Background: an optimization exercise with open tools, aiming at small area. Do not read the settings as production practice.
Function was checked by simulation only, so behaviour that the tests miss may differ from the original.
No activity file was given, so power comes from the tool's default toggle rates.

## flow/config.mk

```make
export PLATFORM = sky130hd
export DESIGN_NAME = ppm_core
export DESIGN_NICKNAME = ppm_core
export VERILOG_FILES = /design/flow/design.v
export SDC_FILE = /design/flow/constraint.sdc
export NUM_CORES = 4
export LEC_CHECK = 0
export ABC_AREA = 0
export CAP_MARGIN = 20
export CORE_MARGIN = 2
export CORE_UTILIZATION = 66
export PLACE_DENSITY = 0.76
export SLEW_MARGIN = 20
```

## flow/constraint.sdc

```tcl
create_clock -name core_clock -period 15.0 [get_ports {clk}]
set_input_delay 3.0000 -clock core_clock [delete_from_list [all_inputs] [get_ports {clk}]]
set_output_delay 3.0000 -clock core_clock [all_outputs]
set_load 0.01 [all_outputs]
```

## flow/flow/run.sh

```bash
#!/bin/bash
# Layout: the standard flow (standard.sh, with its synthesis unchanged),
# with two settings passed to ORFS:
#  - port buffers use the smallest buffer cell (every port still gets one);
#  - CTS builds the tree from clkbuf_4 with clusters of at most 9 sinks and
#    no dummy loads.
# Each ORFS step writes its full log under orfs/logs/; make's output is in
# flow.log.
set -euo pipefail
export BUFFER_PORTS_ARGS="-buffer_cell sky130_fd_sc_hd__buf_1"
export CTS_ARGS="-sink_clustering_enable -repair_clock_nets -dont_use_dummy_load -buf_list {sky130_fd_sc_hd__clkbuf_4} -sink_clustering_size 9 -sink_clustering_max_diameter 50"
bash standard.sh finish > flow.log 2>&1
```

## flow/design.v

```verilog
module ppm_core (
    input  wire        clk,
    input  wire        rst,           
    input  wire        op_valid,
    input  wire [63:0] op_word,
    output reg         rsp_valid,
    output reg  [1:0]  rsp_status,
    output wire [31:0] rsp_data,
    output wire [1:0]  mode,          
    output wire [15:0] enc_reload,    
    output wire [31:0] err_count      
);
    localparam [1:0] S_OK = 2'd0, S_NOT_READY = 2'd1, S_OUT_OF_RANGE = 2'd2, S_NONE = 2'd3;
    function [32:0] rca;
        input [31:0] a;
        input [31:0] b;
        input        ci;
        integer i;
        reg c;
        begin
            c = ci;
            for (i = 0; i < 32; i = i + 1) begin
                rca[i] = a[i] ^ b[i] ^ c;
                c = (a[i] & b[i]) | (a[i] & c) | (b[i] & c);
            end
            rca[32] = c;
        end
    endfunction
    function ge;
        input [31:0] x;
        input [31:0] c;
        integer i;
        reg g;
        begin
            g = 1'b1;
            for (i = 0; i < 32; i = i + 1)
                g = c[i] ? (x[i] & g) : (x[i] | g);
            ge = g;
        end
    endfunction
    reg [1:0]   mode_q;
    reg [1:0]   rsel_q;           
    reg [87:0]  bank_a;
    reg [87:0]  bank_b;
    reg         bz_q;             
    reg         neg_q;
    reg [3:0]   cnt_q;
    reg [2:0]   ci_q;
    reg [18:0]  r_q;
    reg [31:0]  lr_q;
    reg [6:0]   si_q;             
    reg [18:0]  w_q;
    reg [6:0]   pc_q;             
    reg [1:0]   noisy_q;
    reg [31:0]  fc_q;             
    reg [31:0]  ec_q;             
    reg         pcv_q;            
    wire [3:0]  op     = op_word[63:60];
    wire        f_ovf  = op_word[59];
    wire        f_cpf  = op_word[58];
    wire [15:0] f_pm1  = op_word[31:16];
    wire [15:0] f_val  = op_word[15:0];
    wire is_dec = mode_q[0];
    wire is_enc = mode_q[1];
    wire is_uni = ~mode_q[0] & ~mode_q[1];
    wire op_lrx   = op_valid &  op[3];
    wire op_evt   = op_valid & ~op[3] & (op[2:0] == 3'd0);
    wire op_init  = op_valid & ~op[3] & (op[2:0] == 3'd1);
    wire op_deini = op_valid & ~op[3] & (op[2:0] == 3'd2);
    wire op_nfa   = op_valid & ~op[3] & (op[2:0] == 3'd3);
    wire op_chw   = op_valid & ~op[3] & (op[2:0] == 3'd4);
    wire op_stage = op_valid & ~op[3] & (op[2:0] == 3'd5);
    wire op_swap  = op_valid & ~op[3] & (op[2:0] == 3'd6);
    wire op_ltx   = op_valid & ~op[3] & (op[2:0] == 3'd7);
    wire [10:0] rd_raw = bank_b[ci_q*11 +: 11];
    wire [11:0] rd_val = {~ge({21'd0, rd_raw}, 32'd750), rd_raw};
    wire        dev  = op_evt & is_dec & (f_ovf | f_cpf);
    wire [32:0] a_s  = rca({16'd0, f_ovf ? f_pm1 : 16'd0}, {16'd0, f_cpf ? f_val : 16'd0}, f_ovf);
    wire [32:0] s_s  = rca({{13{r_q[18]}}, r_q}, {15'd0, a_s[16:0]}, pcv_q);
    wire        neg  = s_s[19];
    wire [18:0] tpos = neg ? 19'd0 : s_s[18:0];
    wire [32:0] x_s     = rca({14'd0, w_q[17:0]}, {13'd0, s_s[18:0]}, 1'b0);
    wire        thr     = w_q[18] | (~neg & (x_s[18] | x_s[19]));
    wire [18:0] ts_n    = neg ? w_q : {thr, x_s[17:0]};
    wire        fc_nz    = |fc_q;
    wire        stale    = thr & fc_nz;
    wire        big      = ge({13'd0, tpos}, 32'd2301);
    wire        term     = big & ~neg_q;
    wire        n_nz     = |si_q;
    wire        n_eq     = si_q == pc_q;
    wire        noisy_hi = noisy_q == 2'd3;
    wire        commit_c = n_eq & ~noisy_hi;
    wire        err_t    = ((pc_q != 7'd0) & ~n_eq) | noisy_hi;
    wire        chan     = ~big & ~neg_q & f_cpf;
    wire        short_p  = chan & ~ge({13'd0, tpos}, 32'd750);
    wire        store_c  = chan & ~short_p;
    wire        d_term   = dev & term & n_nz;           
    wire        d_commit = d_term & commit_c;
    wire        d_ecinc  = dev & ((term & n_nz & ~commit_c & err_t) | short_p);
    wire        d_stale  = dev & stale;
    wire        d_store  = dev & store_c;
    wire [2:0]  s_idx    = (|si_q[6:3]) ? 3'd7 : si_q[2:0];
    wire [10:0] raw7x    = bank_a[7*11 +: 11];
    wire [11:0] raw7     = {~ge({21'd0, raw7x}, 32'd750), raw7x};
    wire [11:0] wsrc     = op_evt ? s_s[11:0]
                         : ~ge({16'd0, f_val}, 32'd850) ? 12'd850
                         :  ge({16'd0, f_val}, 32'd2201) ? 12'd2200 : f_val[11:0];
    wire [10:0] wdata    = wsrc[10:0];
    wire [32:0] jd_s     = rca({20'd0, s_s[11:0]}, ~{20'd0, raw7}, 1'b1);
    wire [12:0] jd       = jd_s[12:0];
    wire        jit      = jd[12] ? ~ge({19'd0, jd}, 32'h1DA9) : ge({19'd0, jd}, 32'd600);    
    wire        noisy_inc = (|si_q[6:3]) & jit;
    wire [32:0] fc_inc   = rca(fc_q, 32'd0, 1'b1);
    wire [32:0] ec_inc   = rca(ec_q, 32'd0, 1'b1);
    wire        eev      = op_evt & is_enc & f_ovf;
    wire [11:0] w        = bz_q ? 12'd850 : rd_val;
    wire [32:0] bs_s     = rca({17'd0, r_q[14:0]}, ~{20'd0, w}, 1'b1);
    wire [14:0] bsub     = bs_s[14:0];
    wire        bgt      = ~bs_s[15] & (|bs_s[14:0]);
    wire [3:0]  ci_inc   = {1'b0, ci_q} + 4'd1;
    wire        chw_ok   = is_dec & (op_word[7:3] == 5'd0) & ({1'b0, op_word[2:0]} < cnt_q);
    wire        stage_ok = is_enc & (op_word[23:19] == 5'd0);
    wire        fc_new   = fc_q != lr_q;
    wire [2:0]  wa_idx   = op_evt ? s_idx : op_word[18:16];
    wire        wa_en    = d_store | (op_stage & stage_ok);
    wire        b_copy   = d_commit | (op_swap & is_enc);
    integer k;
    always @(posedge clk) begin
        for (k = 0; k < 8; k = k + 1) begin
            if ((wa_en & (wa_idx == k)) | op_init)
                bank_a[k*11 +: 11] <= wdata;
        end
        if (b_copy)
            bank_b <= bank_a;
    end
    always @(posedge clk) begin
        if (rst) begin
            mode_q    <= 2'd0;
            rsp_valid <= 1'b0;
        end else begin
            rsp_valid <= op_valid;
            if (op_init)
                mode_q <= op_word[1:0];
            else if (op_deini)
                mode_q <= 2'd0;
        end
    end
    always @(posedge clk) begin
        rsp_status <= S_OK;
        rsel_q     <= 2'd0;
        if (op_ltx)
            rsp_status <= S_NONE;
        if (op_lrx)
            rsel_q <= 2'd3;
        if (op_nfa | op_chw | op_stage | op_swap) begin
            if (is_uni)
                rsp_status <= S_NOT_READY;
            else if ((op_nfa | op_chw) ? is_enc : is_dec)
                rsp_status <= S_OUT_OF_RANGE;
            else if (op_chw & ~chw_ok)
                rsp_status <= S_OUT_OF_RANGE;
            else if (op_stage & ~stage_ok)
                rsp_status <= S_OUT_OF_RANGE;
        end
        if (op_nfa & is_dec & fc_new)
            rsel_q <= 2'd1;
        if (op_chw & chw_ok & ~bz_q)
            rsel_q <= 2'd2;
    end
    always @(posedge clk) begin
        if (b_copy)
            bz_q <= 1'b0;
        else if (op_init | d_stale)
            bz_q <= 1'b1;
    end
    always @(posedge clk) begin
        if (op_init) begin
            neg_q    <= 1'b1;
            cnt_q    <= 4'd0;
            r_q      <= op_word[1] ? 19'd20000 : 19'd0;
            lr_q     <= op_word[1] ? 32'd20000 : 32'd0;
            w_q      <= 19'd62144;
            pc_q     <= 7'd0;
            fc_q     <= 32'd0;
            ec_q     <= 32'd0;
            pcv_q    <= 1'b0;
        end else begin
            if (op_nfa & is_dec)
                lr_q <= fc_q;
            if (op_chw & is_dec)
                ci_q <= op_word[2:0];
            if (dev) begin
                pcv_q <= f_cpf;
                if (f_cpf) begin
                    r_q <= {3'b111, ~f_val};
                    w_q <= d_commit ? 19'd62144 : ts_n;
                end else if (d_commit) begin
                    r_q <= 19'd4096;
                    w_q <= 19'd58048;
                end else begin
                    r_q <= tpos[18] ? 19'd4096 : {1'b0, tpos[17:0]};
                    w_q[18] <= thr;
                end
                if (stale)
                    fc_q <= {31'd0, d_term};
                else if (d_term & ~fc_inc[32])
                    fc_q <= fc_inc[31:0];
                if (stale)
                    ec_q <= {31'd0, d_ecinc};
                else if (d_ecinc & ~ec_inc[32])
                    ec_q <= ec_inc[31:0];
                if (big) begin
                    neg_q   <= 1'b0;
                    si_q    <= 7'd0;
                    noisy_q <= 2'd0;
                    if (term & n_nz)
                        pc_q <= si_q;
                    if (d_commit)
                        cnt_q <= ge({25'd0, si_q}, 32'd9) ? 4'd8 : si_q[3:0];
                end else if (short_p) begin
                    neg_q <= 1'b1;
                end else if (store_c) begin
                    if (~(&si_q))
                        si_q <= si_q + 7'd1;
                    if (noisy_inc & ~noisy_hi)
                        noisy_q <= noisy_q + 2'd1;
                end
            end
            if (op_swap & is_enc)
                cnt_q <= (op_word[7:3] != 5'd0) ? 4'd8 : {1'b0, op_word[2:0]};
            if (eev) begin
                if (neg_q) begin
                    lr_q[14:0] <= ge({17'd0, r_q[14:0]}, 32'd2302) ? r_q[14:0] : 15'd2301;
                    r_q        <= 19'd20000;
                    if (cnt_q != 4'd0) begin
                        neg_q <= 1'b0;
                        ci_q  <= 3'd0;
                    end
                end else begin
                    lr_q[14:0] <= {3'd0, w};
                    r_q        <= {4'b0, bgt ? bsub : 15'd0};
                    ci_q       <= ci_inc[2:0];
                    if (ci_inc >= cnt_q)
                        neg_q <= 1'b1;
                end
            end
        end
    end
    assign mode       = mode_q;
    assign enc_reload = {1'b0, lr_q[14:0]};
    assign err_count  = ec_q;
    assign rsp_data   = ({32{rsel_q == 2'd1}} & fc_q)
                      | ({32{rsel_q == 2'd2}} & {20'd0, rd_val})
                      | {31'd0, rsel_q == 2'd3};
endmodule
```

## flow/standard.sh

```bash
#!/bin/bash
# synth_recipe.tcl (not shown) runs the flow's synth.tcl, then flattens the netlist and writes it again
# the make line also repeats each setting of config.mk as NAME=value (left out here)
make -C /OpenROAD-flow-scripts/flow DESIGN_CONFIG=/design/flow/config.mk WORK_HOME=/design/flow/orfs CLKGATE_MAP_FILE= SYNTH_SCRIPT=/design/flow/synth_recipe.tcl "${@:-finish}"
```

==> results of run 1 <==
[cells in the final DEF (no fill, tap or decap), drive strengths merged, types with 5 or more instances in the layout]
| cell | synthesis | final |
|---|---|---|
| xor2 | 42 | 42 |
| buf | 49 | 152 |
| nor2 | 74 | 74 |
| nor2b | 7 | 7 |
| clkbuf | 34 | 46 |
| ha | 83 | 83 |
| o31ai | 5 | 5 |
| inv | 103 | 103 |
| mux2i | 14 | 14 |
| a21oi | 39 | 39 |
| a31oi | 15 | 15 |
| edfxtp | 239 | 239 |
| a311oi | 6 | 6 |
| nor3 | 23 | 23 |
| a22o | 51 | 51 |
| nand4 | 13 | 13 |
| or4 | 5 | 5 |
| fa | 71 | 71 |
| a22oi | 15 | 15 |
| nor4 | 19 | 19 |
| nand2b | 13 | 13 |
| mux4 | 16 | 16 |
| nand3 | 56 | 56 |
| mux2 | 12 | 12 |
| o21ai | 79 | 79 |
| nand2 | 111 | 111 |
| and2 | 48 | 48 |
| dfxtp | 104 | 104 |
| a21o | 6 | 6 |
| o22ai | 13 | 13 |
| o211ai | 10 | 10 |
| o2bb2ai | 5 | 5 |
[power breakdown]
part	internal (W)	switching, W
Sequential	0.00102	0.00000989
Combinational	0.000130	0.000217
Clock	0.000141	0.000286
Total	0.00129	0.000512
[cells in the mapped netlist, types with 5 or more instances]
cell / number / area [um2]
a21o_1: 6 / 45.0
a21oi_1: 39 / 195
a22o_1: 51 / 447
a22oi_1: 15 / 113
a311oi_1: 5 / 43.8
a31oi_1: 14 / 87.6
and2_1: 47 / 294
buf_2: 12 / 60.1
buf_4: 19 / 143
buf_6: 15 / 169
clkbuf_1: 34 / 128
dfxtp_1: 104 / 2080
edfxtp_1: 239 / 7180
fa_1: 71 / 1420
ha_1: 83 / 1040
inv_1: 103 / 387
mux2_2: 12 / 135
mux2i_1: 14 / 140
mux4_2: 16 / 360
nand2_1: 111 / 417
nand2b_1: 13 / 81.3
nand3_1: 56 / 280
nand4_1: 13 / 81.3
nor2_1: 74 / 278
nor2b_1: 7 / 43.8
nor3_1: 21 / 105
nor4_1: 16 / 100
o211ai_1: 10 / 75.1
o21ai_0: 47 / 235
o21ai_2: 29 / 254
o22ai_1: 13 / 81.3
o2bb2ai_1: 5 / 43.8
o31ai_1: 5 / 37.5
or4_1: 5 / 37.5
xor2_1: 42 / 368
[cells by family after synthesis]
logic type / share of synthesized area, %
AND/OR/NAND/NOR: 11.8
flip-flops: 52.0
AO/OA/AOI/OAI: 11.5
buffers and inverters: 5.04
adder cells (fa/ha/maj): 13.8
XOR/XNOR: 2.26
multiplexers: 3.57
other: 0.0211
[layer usage]
layer	vias to the layer above	GRT usage, %
li1	5508	-
met1	5893	44.3
met2	671	46.7
met3	76	7.66
met4	0	7.80
met5	-	0
[registers in the layout, indices dropped and copies added, names as in the netlist]
signal and cells:
bank_b 88, bz_q 1, lr_q 32, si_q 7
noisy_q 2, bank_a 88, r_q 19, pc_q 7
rsp_status 2, rsp_valid 1, cnt_q 4, rsel_q 2
w_q 19, mode_q 2, neg_q 1, pcv_q 1
fc_q 32, ec_q 32, ci_q 3
[layout make-up]
| cell class | count | area [um2] |
|---|---|---|
| multi-input combinational | 924 | 7650 |
| inverter | 103 | 387 |
| timing repair buffer | 152 | 688 |
| tap | 341 | 427 |
| clock buffer | 46 | 345 |
| sequential | 343 | 9260 |
| antenna | 2 | 5.00 |
| fill | 1960 | 7960 |
[stage by stage]
step | utilization, % | total power (W) | area (um2) | std cells | setup slack, ns
3_5_place_dp | 68.9 | 0.00139 | 18400 | 1863 | 1.38
5_1_grt | 70.2 | 0.00188 | 18800 | 1910 | 1.52
4_1_cts | 70.2 | 0.00181 | 18800 | 1909 | 2.03
6_report | 70.2 | 0.00180 | 18800 | 1911 | 1.92
2_1_floorplan | - | 0.00128 | 17800 | 1453 | 0.875
3_3_place_gp | 68.9 | 0.00138 | 18400 | 1863 | 1.55
[final timing paths]
path	from	to	slack [ns]	depth (start not counted)
setup reg to reg	r_q[0]	w_q[15]	4.58	28
hold / removal	bank_a[42]	bank_b[42]	0.37	0
hold reg to reg	bank_a[42]	bank_b[42]	0.37	0
setup / recovery	op_word[58]	w_q[15]	1.92	29
==> run_results.csv, run 1 <==
group,metric,value,unit
critical_path,max_stage_delay,0.80,ns
place,hpwlAfterDp,30600,um
critical_path,crit_type,"in2reg",
place,port_buffers,124,
place,place_congestion,0.966,
yosys,synth_fp_nets,1674,
yosys,synth_cell_type_count,82,
timing,slew_headroom,22.9,%
yosys,ys_seq_elements,343,
routing,met3_length,4470,um
routing,postRouteWirelength,42000,um
timing,finalWorstPathRequiredPeriod,13.08,ns
global_routing,grt_pass1_vias,11800,
timing,period_share,87.2,%
clock_tree,cts_buffers,46,
yosys,syn_area_per_cell,12.2,um2
clock_tree,htree_num_levels,2,
yosys,synthArstFlopShare,0,%
die,fp.dieW,168,um
clock_tree,postCtsSetupRepairBufs,0,
timing,rsz0062_at_grt,"no",
routing,vias,12100,
critical_path,cp-end-kind,"flip-flop",
routing,ant_nets,0,
clock_tree,hold_buffers,0,
timing,clock_skew,0.0705,ns
pwr,leakage,7.34,nW
pwr,p_per_area,95.9,mW/mm2
die,dieArea,0.0283,mm2
timing,tightest_slew,1.15,ns
clock_tree,cts-root-buf,"clkbuf_4",
timing,setup_violations,0,
min_path,hold_class,"reg2reg",
critical_path,slowest_stage,"a311oi_4",
yosys,yosysSeqAreaShare,52.0,%
critical_path,path_buf_inv,2,
critical_path,path_common_cell,"fa_1",
critical_path,crit_family,"adder cells",
timing,slew_violations,0,
clock_tree,clock_latency,0.68,ns
global_routing,antenna_found_initial,1,
routing,drt_iter0_drc,1346,
clock_tree,path_clk_slew,0.09,ns
global_routing,grt_pass1_wl,66200,um
yosys,yosysWarningCount,1,
timing,clock.fmax,76.5,MHz
critical_path,worstPathMaxFanout,17,
cells_and_area,area_delta_synth_final,5.46,%
routing,drc_errors,0,
clock_tree,cts.sinks,343,
die,io_pins,152,
global_routing,grt_util_all_layers,30.5,%
cells_and_area,final_nets,1791,
global_routing,grt_overflow,0,
global_routing,grt_max_degree,64,
timing,setup_tns,0,ns
routing,viasPerCell,6.36,
yosys,synth_edf_count,239,
die,initial_core_util,66.6,%
die,design.core.area,0.0267,mm2
yosys,syn_area,0.0178,mm2
routing,wl_met1,17500,um
clock_tree,cts.repair.resized,0,
pwr,ir_worst_vdd,0.0000606,V
critical_path,critPathLaunchType,"primary input",
yosys,synthFlopType,"edfxtp_1",
run_status,outcome,"no timing/DRC/antenna violations",
routing,drt_pass1_iterations,6,
routing,wl_met2,19100,um
die,dieHeight,168,um
cells_and_area,drive_gt1_share,9.95,%
yosys,synthCells,1453,
timing,hold_viol,0,
die,rows,60,
clock_tree,clockBufferDepth,3,
timing,fin_hold_ws,0.375,ns
critical_path,critPathRequiredTime,15.48,ns
routing,avgRoutedWirePerCell,22.0,um
routing,top_layer_used,"met4",
critical_path,arrival,13.55,ns
job,maxCapViolations,0,
clock_tree,cts_tree,"built",
==> run 2: changes to the inputs <==
--- a/flow/config.mk
+++ b/flow/config.mk
@@ -8,6 +8,6 @@
 export ABC_AREA = 0
 export CAP_MARGIN = 20
 export CORE_MARGIN = 2
-export CORE_UTILIZATION = 66
-export PLACE_DENSITY = 0.76
+export CORE_UTILIZATION = 60
+export PLACE_DENSITY = 0.72
 export SLEW_MARGIN = 20
==> run 2 against run 1 <==
Compared with the run above:
- sequential power about the same
- largest cell class unchanged
- synthesized area did not move
- worst setup slack worse by 0.35 ns
- via count decreased by 1.5%
- critical endpoint is now bank_b[44]
- still clean on timing, DRC and antenna
==> run_results.csv, run 2 <==
group,metric,value,unit
routing,drt_iter0_drc,1195,
timing,setup_violations,0,
cells_and_area,design_area,0.0188,mm2
place,port_buffers,124,
yosys,synth_edf_count,239,
critical_path,worstPathMaxFanout,55,
die,rows,63,
cells_and_area,reg_top3,"bank_a: 88 flops, bank_b: 88 flops",
critical_path,critPathRequiredTime,15.28,ns
timing,clock_skew,0.0792,ns
run_status,outcome,"no timing/DRC/antenna violations",
critical_path,path_depth,33,
place,hpwlAfterDp,30800,um
min_path,hold_class,"reg2reg",
cells_and_area,area_delta_synth_final,5.78,%
die,initial_core_util,60.5,%
min_path,hold_depth,0,
cells_and_area,layout_common_cells,"edfxtp_1 (239), buf_1 (124), nand2_1 (110), dfxtp_1 (104), inv_1 (103)",
routing,viasPerCell,6.10,
yosys,synth_fp_nets,1674,
timing,slew_violations,0,
pwr,leakage,7.34,nW
global_routing,grt_pass1_wl,65700,um
clock_tree,cts_buffers,47,
die,io_pins,152,
yosys,synth_top_area_cell,"edfxtp_1",
die,design.core.area,0.0294,mm2
global_routing,grt_overflow,0,
timing,hold_viol,0,
clock_tree,htree_num_levels,2,
clock_tree,cts.sinks,343,
clock_tree,cts.repair.resized,0,
global_routing,grt_pass1_vias,11500,
place,dp_slack,1.15,ns
yosys,yosysSeqAreaShare,52.0,%
critical_path,reg2reg_slack,4.54,ns
yosys,ys_seq_elements,343,
critical_path,critPathLaunchType,"primary input",
clock_tree,path_clk_slew,0.09,ns
clock_tree,clock_latency,0.69,ns
timing,tightest_slew,1.05,ns
clock_tree,hold_buffers,0,
cells_and_area,final_nets,1792,
routing,vias,12000,
yosys,synthTopCellsByCount,"edfxtp_1 (239), nand2_1 (111), dfxtp_1 (104)",
yosys,yosysWarningCount,1,
critical_path,max_stage_delay,0.98,ns
critical_path,crit_type,"in2reg",
critical_path,slowest_stage,"nand4_1",
routing,avgRoutedWirePerCell,21.5,um
cells_and_area,final_common_cell,"edfxtp_1",
pwr,ir_worst_vdd,0.0000520,V
clock_tree,clockBufferDepth,3,
critical_path,path_buf_inv,8,
critical_path,arrival,13.71,ns
place,placed_area,0.0185,mm2
global_routing,grt_util_all_layers,27.8,%
yosys,syn_area,0.0178,mm2
clock_tree,postCtsSetupRepairBufs,0,
yosys,synth.area.top_cells,"edfxtp_1 (40%), dfxtp_1 (12%), fa_1 (8.0%)",
clock_tree,cts-root-buf,"clkbuf_4",
routing,ant_nets,0,
critical_path,crit_family,"adder cells",
die,dieHeight,176,um
timing,period_share,89.5,%
yosys,synthFlopType,"edfxtp_1",
timing,finalWorstPathRequiredPeriod,13.43,ns
place,place_congestion,0.944,
yosys,syn_area_per_cell,12.2,um2
clock_tree,cts_tree,"built",
routing,drt_pass1_iterations,8,
cells_and_area,drive_gt1_share,10.0,%
timing,finalWorstSetupSlack,1.57,ns
die,dieArea,0.0310,mm2
routing,postRouteWirelength,42200,um
yosys,synth_cell_type_count,82,
global_routing,grt_max_degree,64,
pwr,p_per_area,95.7,mW/mm2
yosys,synth.most_common_cell,"edfxtp_1",
die,fp.dieW,176,um
job,maxCapViolations,0,
critical_path,worstRegToRegCells,29,
timing,rsz0062_at_grt,"no",
timing,clock.fmax,74.5,MHz
routing,drc_errors,0,
critical_path,path_common_cell,"fa_1",
timing,setup_tns,0,ns
critical_path,cp-end-kind,"flip-flop",
global_routing,antenna_found_initial,2,
timing,slew_headroom,29.4,%
yosys,yosysTopAreaCellShare,40.3,%
yosys,synthCells,1453,
timing,fin_hold_ws,0.363,ns
yosys,synthArstFlopShare,0,%
## run 2: cell counts after synthesis
Identical to the previous run, type by type.
## run 2: cell type report
type | count | area, um2
Clock buffer | 47 | 353
Tap cell | 390 | 488
Fill cell | 2318 | 10600
Multi-Input combinational cell | 924 | 7650
Timing Repair Buffer | 152 | 676
Inverter | 103 | 387
Antenna cell | 2 | 5.00
Sequential cell | 343 | 9260
## run 2: metrics by stage
step / std cells / utilization (%) / power [W]
3_5_place_dp: 1912 / 62.8 / 0.00139
5_1_grt: 1961 / 64.0 / 0.00189
3_3_place_gp: 1912 / 62.8 / 0.00138
4_1_cts: 1959 / 64.0 / 0.00181
2_1_floorplan: 1453 / - / 0.00128
6_report: 1961 / 64.0 / 0.00180
## run 2: worst register-to-register path: cells and delay by family, from the launching register on
kind / cells / cell delay [ns]
and+or+nand+nor: 2 / 0.95
buffers and inverters: 4 / 0.60
AOI/OAI and AO/OA: 4 / 1.19
adders and majority gates: 19 / 7.17
DFF: 1 / 0.40
## run 2: where the power goes
part	internal [W]	switching, W
clock	0.000144	0.000287
combinational	0.000130	0.000215
sequential	0.00102	0.00000786
total	0.00129	0.000510
## run 2: worst paths after layout
| check | from | to |
|---|---|---|
| worst max register to register | r_q[0] | r_q[9] |
| worst max-delay path | op_word[59] | bank_b[44] |
| worst min-delay path | bank_a[32] | bank_b[32] |
| worst min register to register | bank_a[32] | bank_b[32] |
## run 2: per-layer routing
layer / GRT usage [%] / vias up / share of wire [%]
met3: 5.75 / 87 / 9.8
met4: 8.47 / 0 / 2.7
met2: 40.4 / 525 / 44
met5: 0 / - / 0
li1: - / 5518 / -
met1: 42.4 / 5830 / 44
## run 2: kinds of logic after synthesis
family	synth area share (%)
compound gates	11.5
buf+inv	5.04
other cells	0.0211
flops	52.0
fa+ha+maj	13.8
xor+xnor	2.26
mux	3.57
simple gates	11.8
==> run 3: changes to the inputs <==
--- a/flow/design.v
+++ b/flow/design.v
@@ -74,9 +74,11 @@
     wire op_ltx   = op_valid & ~op[3] & (op[2:0] == 3'd7);
     wire [10:0] rd_raw = bank_b[ci_q*11 +: 11];
     wire [11:0] rd_val = {~ge({21'd0, rd_raw}, 32'd750), rd_raw};
+    wire [11:0] w      = bz_q ? 12'd850 : rd_val;    
     wire        dev  = op_evt & is_dec & (f_ovf | f_cpf);
     wire [32:0] a_s  = rca({16'd0, f_ovf ? f_pm1 : 16'd0}, {16'd0, f_cpf ? f_val : 16'd0}, f_ovf);
-    wire [32:0] s_s  = rca({{13{r_q[18]}}, r_q}, {15'd0, a_s[16:0]}, pcv_q);
+    wire [32:0] s_s  = rca({{13{r_q[18]}}, r_q},
+                           is_enc ? ~{20'd0, w} : {15'd0, a_s[16:0]}, pcv_q | is_enc);
     wire        neg  = s_s[19];
     wire [18:0] tpos = neg ? 19'd0 : s_s[18:0];
     wire [32:0] x_s     = rca({14'd0, w_q[17:0]}, {13'd0, s_s[18:0]}, 1'b0);
@@ -113,10 +115,6 @@
     wire [32:0] fc_inc   = rca(fc_q, 32'd0, 1'b1);
     wire [32:0] ec_inc   = rca(ec_q, 32'd0, 1'b1);
     wire        eev      = op_evt & is_enc & f_ovf;
-    wire [11:0] w        = bz_q ? 12'd850 : rd_val;
-    wire [32:0] bs_s     = rca({17'd0, r_q[14:0]}, ~{20'd0, w}, 1'b1);
-    wire [14:0] bsub     = bs_s[14:0];
-    wire        bgt      = ~bs_s[15] & (|bs_s[14:0]);
     wire [3:0]  ci_inc   = {1'b0, ci_q} + 4'd1;
     wire        chw_ok   = is_dec & (op_word[7:3] == 5'd0) & ({1'b0, op_word[2:0]} < cnt_q);
     wire        stage_ok = is_enc & (op_word[23:19] == 5'd0);
@@ -238,7 +236,7 @@
                     end
                 end else begin
                     lr_q[14:0] <= {3'd0, w};
-                    r_q        <= {4'b0, bgt ? bsub : 15'd0};
+                    r_q        <= {4'b0, tpos[14:0]};           
                     ci_q       <= ci_inc[2:0];
                     if (ci_inc >= cnt_q)
                         neg_q <= 1'b1;
==> run 3 against run 2 <==
Compared with the run above:
- first-iteration DRC count shrank 1.7%
- via count down 6.3%
- critical path depth fell by 1
- utilization increased by 1.0 points
- global-route usage is 1.4 points lower
- combinational power increased by 2%
- sequential share of layout area increased by 1.8 points
- routed wire length down 7.2%
- synthesized cell count down 7.6%
- count of clock-buffer cells in the layout shrank 1
==> run_results.csv, run 3 <==
group,metric,value,unit
run_status,outcome,"no timing/DRC/antenna violations",
cells_and_area,final_nets,1662,
place,placed_area,0.0178,mm2
yosys,synthCells,1343,
clock_tree,clock_latency,0.70,ns
timing,clock.fmax,75.5,MHz
yosys,synth.area.top_cells,"edfxtp_1 (42%), dfxtp_1 (12%), fa_1 (7.3%)",
pwr,p_sw_share,28.7,%
job,maxCapViolations,0,
yosys,synth_cell_type_count,81,
routing,ant_nets,0,
yosys,synthFlopType,"edfxtp_1",
min_path,hold_class,"reg2reg",
clock_tree,path_clk_slew,0.09,ns
place,place_congestion,0.998,
pwr,p_per_area,99.6,mW/mm2
place,port_buffers,124,
global_routing,grt_max_degree,97,
routing,postRouteWirelength,39200,um
timing,setup_violations,0,
pwr,p_seq_share,56.7,%
yosys,synth_top_area_cell,"edfxtp_1",
yosys,syn_area_per_cell,12.7,um2
critical_path,arrival,13.78,ns
critical_path,critPathRequiredTime,15.53,ns
timing,hold_viol,0,
die,dieHeight,173,um
pwr,p_switching,0.000519,W
timing,rsz0062_at_grt,"no",
critical_path,max_stage_delay,0.61,ns
yosys,synthArstFlopShare,0,%
die,initial_core_util,61.3,%
yosys,synth_fp_nets,1547,
critical_path,path_common_cell,"fa_1",
cells_and_area,fin_cells,1836,
timing,clock_skew,0.0568,ns
clock_tree,clockBufferDepth,3,
cells_and_area,area_delta_synth_final,6.12,%
place,place_inst,1787,
pwr,internal-power,0.00129,W
routing,drc_errors,0,
die,design.core.area,0.0279,mm2
clock_tree,cts_buffers,46,
pwr,clockPowerShare,23.8,%
routing,vias,11200,
routing,drt_iter0_drc,1175,
pwr,power,0.00181,W
pwr,combinationalPowerShare,19.5,%
clock_tree,cts_tree,"built",
cells_and_area,design_area,0.0182,mm2
cells_and_area,reg_top3,"bank_a: 88 flops, bank_b: 88 flops",
cells_and_area,final_common_cell,"edfxtp_1",
timing,period_share,88.3,%
global_routing,grt_pass1_vias,11000,
yosys,synthTopCellsByCount,"edfxtp_1 (239), dfxtp_1 (104), nand2_1 (94)",
global_routing,antenna_found_initial,2,
cells_and_area,final.fill_count,2228,
global_routing,grt_pass1_wl,61600,um
clock_tree,htree_num_levels,2,
clock_tree,postCtsSetupRepairBufs,0,
clock_tree,cts-root-buf,"clkbuf_4",
yosys,synth.most_common_cell,"edfxtp_1",
yosys,yosysTopAreaCellShare,41.9,%
global_routing,grt_overflow,0,
pwr,leakage,6.91,nW
global_routing,grt_util_all_layers,26.5,%
critical_path,crit_type,"in2reg",
yosys,syn_area,0.0171,mm2
routing,drt_pass1_iterations,6,
clock_tree,cts.sinks,343,
clock_tree,cts.repair.resized,0,
routing,avgRoutedWirePerCell,21.3,um
critical_path,worstRegToRegCells,33,
die,dieArea,0.0299,mm2
yosys,yosysSeqAreaShare,54.1,%
timing,tightest_slew,1.11,ns
place,hpwlAfterDp,28200,um
yosys,ys_seq_elements,343,
yosys,synth_edf_count,239,
timing,slew_violations,0,
die,fp.dieW,173,um
min_path,hold_depth,0,
die,rows,61,
timing,setup_tns,0,ns
critical_path,worstPathMaxFanout,15,
routing,viasPerCell,6.10,
pwr,ir_worst_vdd,0.0000551,V
clock_tree,hold_buffers,0,
critical_path,cp-end-kind,"flip-flop",
cells_and_area,drive_gt1_share,9.41,%
cells_and_area,layout_common_cells,"edfxtp_1 (239), buf_1 (124), dfxtp_1 (104), nand2_1 (94), a22o_1 (87)",
timing,finalWorstPathRequiredPeriod,13.25,ns
critical_path,critPathLaunchType,"primary input",
die,io_pins,152,
critical_path,slowest_stage,"o2111ai_4",
timing,slew_headroom,25.8,%
yosys,yosysWarningCount,1,
run 3: cell types whose count changed in the layout (fill, tap and decap cells not counted), moves of 8 or more:
cell and delta:
o21ai_2 -28, a22o_1 +36, fa_1 -9, nand2_1 -16
nand4_1 -8, nor2_1 -11, inv_1 -38, nand3_1 -31
ha_1 -8
run 3: per-stage QoR:
stage          utilization, %  worst slack [ns]  hold slack, ns
2_1_floorplan               -             0.262           0.400
3_3_place_gp             63.7              1.24           0.400
3_5_place_dp             63.7              1.08           0.405
4_1_cts                  64.9              1.79           0.384
5_1_grt                  65.0              1.44           0.370
6_report                 65.0              1.75           0.396
run 3: layout make-up:
type	count	area (um2)	share of cell area, %
Tap cell	378	473	2.60
Antenna cell	2	5.00	0.0275
Timing Repair Buffer	154	711	3.91
Clock buffer	46	345	1.90
Sequential cell	343	9260	51.0
Multi-Input combinational cell	847	7130	39.2
Inverter	66	248	1.36
run 3: cells by family (layout without fill, tap and decap cells):
group           Yosys count  after routing  synth area share (%)
other cells               1              3                0.0219
simple gates            339            339                  10.4
xor+xnor                 46             46                  2.35
fa+ha+maj               137            137                  12.7
flops                   343            343                  54.1
mux                      44             44                  3.61
buf+inv                 153            266                  4.42
compound gates          280            280                  12.3
run 3: layer usage:
layer / vias to the layer above / part of all wire [%] / global-route usage, % / wire length [um]
met5: - / 0 / 0 / 0
met4: 0 / 2.3 / 7.27 / 920
met3: 68 / 10 / 6.66 / 3960
met2: 541 / 44 / 39.2 / 17100
met1: 5442 / 44 / 39.1 / 17200
li1: 5155 / - / - / -
run 3: worst paths after layout:
path              slack [ns]          to   startpoint
setup / recovery        1.75      r_q[5]  op_word[58]
hold / removal          0.40  bank_b[22]   bank_a[22]
setup reg to reg        2.98      r_q[5]      ci_q[1]
hold reg to reg         0.40  bank_b[22]   bank_a[22]
run 3: power by group through the flow:
stage | sequential (W) | clock, W | combinational [W]
2_1_floorplan | 0.00104 | 0 | 0.000244
3_3_place_gp | 0.00105 | 0 | 0.000335
3_5_place_dp | 0.00105 | 0 | 0.000345
4_1_cts | 0.00103 | 0.000441 | 0.000347
5_1_grt | 0.00103 | 0.000478 | 0.000387
6_report | 0.00103 | 0.000431 | 0.000353
run 3: worst max-delay path, delay by kind of cell:
family / cells / cell delay [ns]
compound gates: 4 / 1.23
fa+ha+maj: 19 / 7.46
simple gates: 5 / 1.36
mux: 1 / 0.29
buf+inv: 3 / 0.42

## re-timing with driven ports
The flow's constraints put no driver on any port. The routed layouts listed below were extracted and timed again, unchanged, in two steps.
Step 1 sets driving cells, clkbuf_16 on the clock port and buf_2 on the other inputs (assumed; they add their load-dependent delay and slew).
Step 2 moves the port delays by t, midway between the first and last clock arrival at a register: inputs arrive t later, outputs are due t later. That takes back most of the time a late clock gives input paths.
Slacks: no drivers / after step 1 / after step 2; pairs: no drivers / after step 1.
| run | t, ns | slack for setup (ns) | worst hold slack (ns) | worst setup path at the end | worst data-port slew with drivers (ns) |
|---|---|---|---|---|---|
| run 1 | 0.686 | 1.924 / 1.944 / 1.258 | 0.375 / 0.375 / 0.375 | input to register | 0.06 |
| run 2 | 0.703 | 1.574 / 1.553 / 0.850 | 0.363 / 0.363 / 0.363 | input to register | 0.08 |
| run 3 | 0.718 | 1.751 / 1.771 / 1.054 | 0.396 / 0.396 / 0.396 | input to register | 0.08 |
After both steps every run listed still meets setup and hold. For run 2, which loses most, drivers alone change the setup slack by -0.021 ns; drivers and shift together by -0.724 ns.
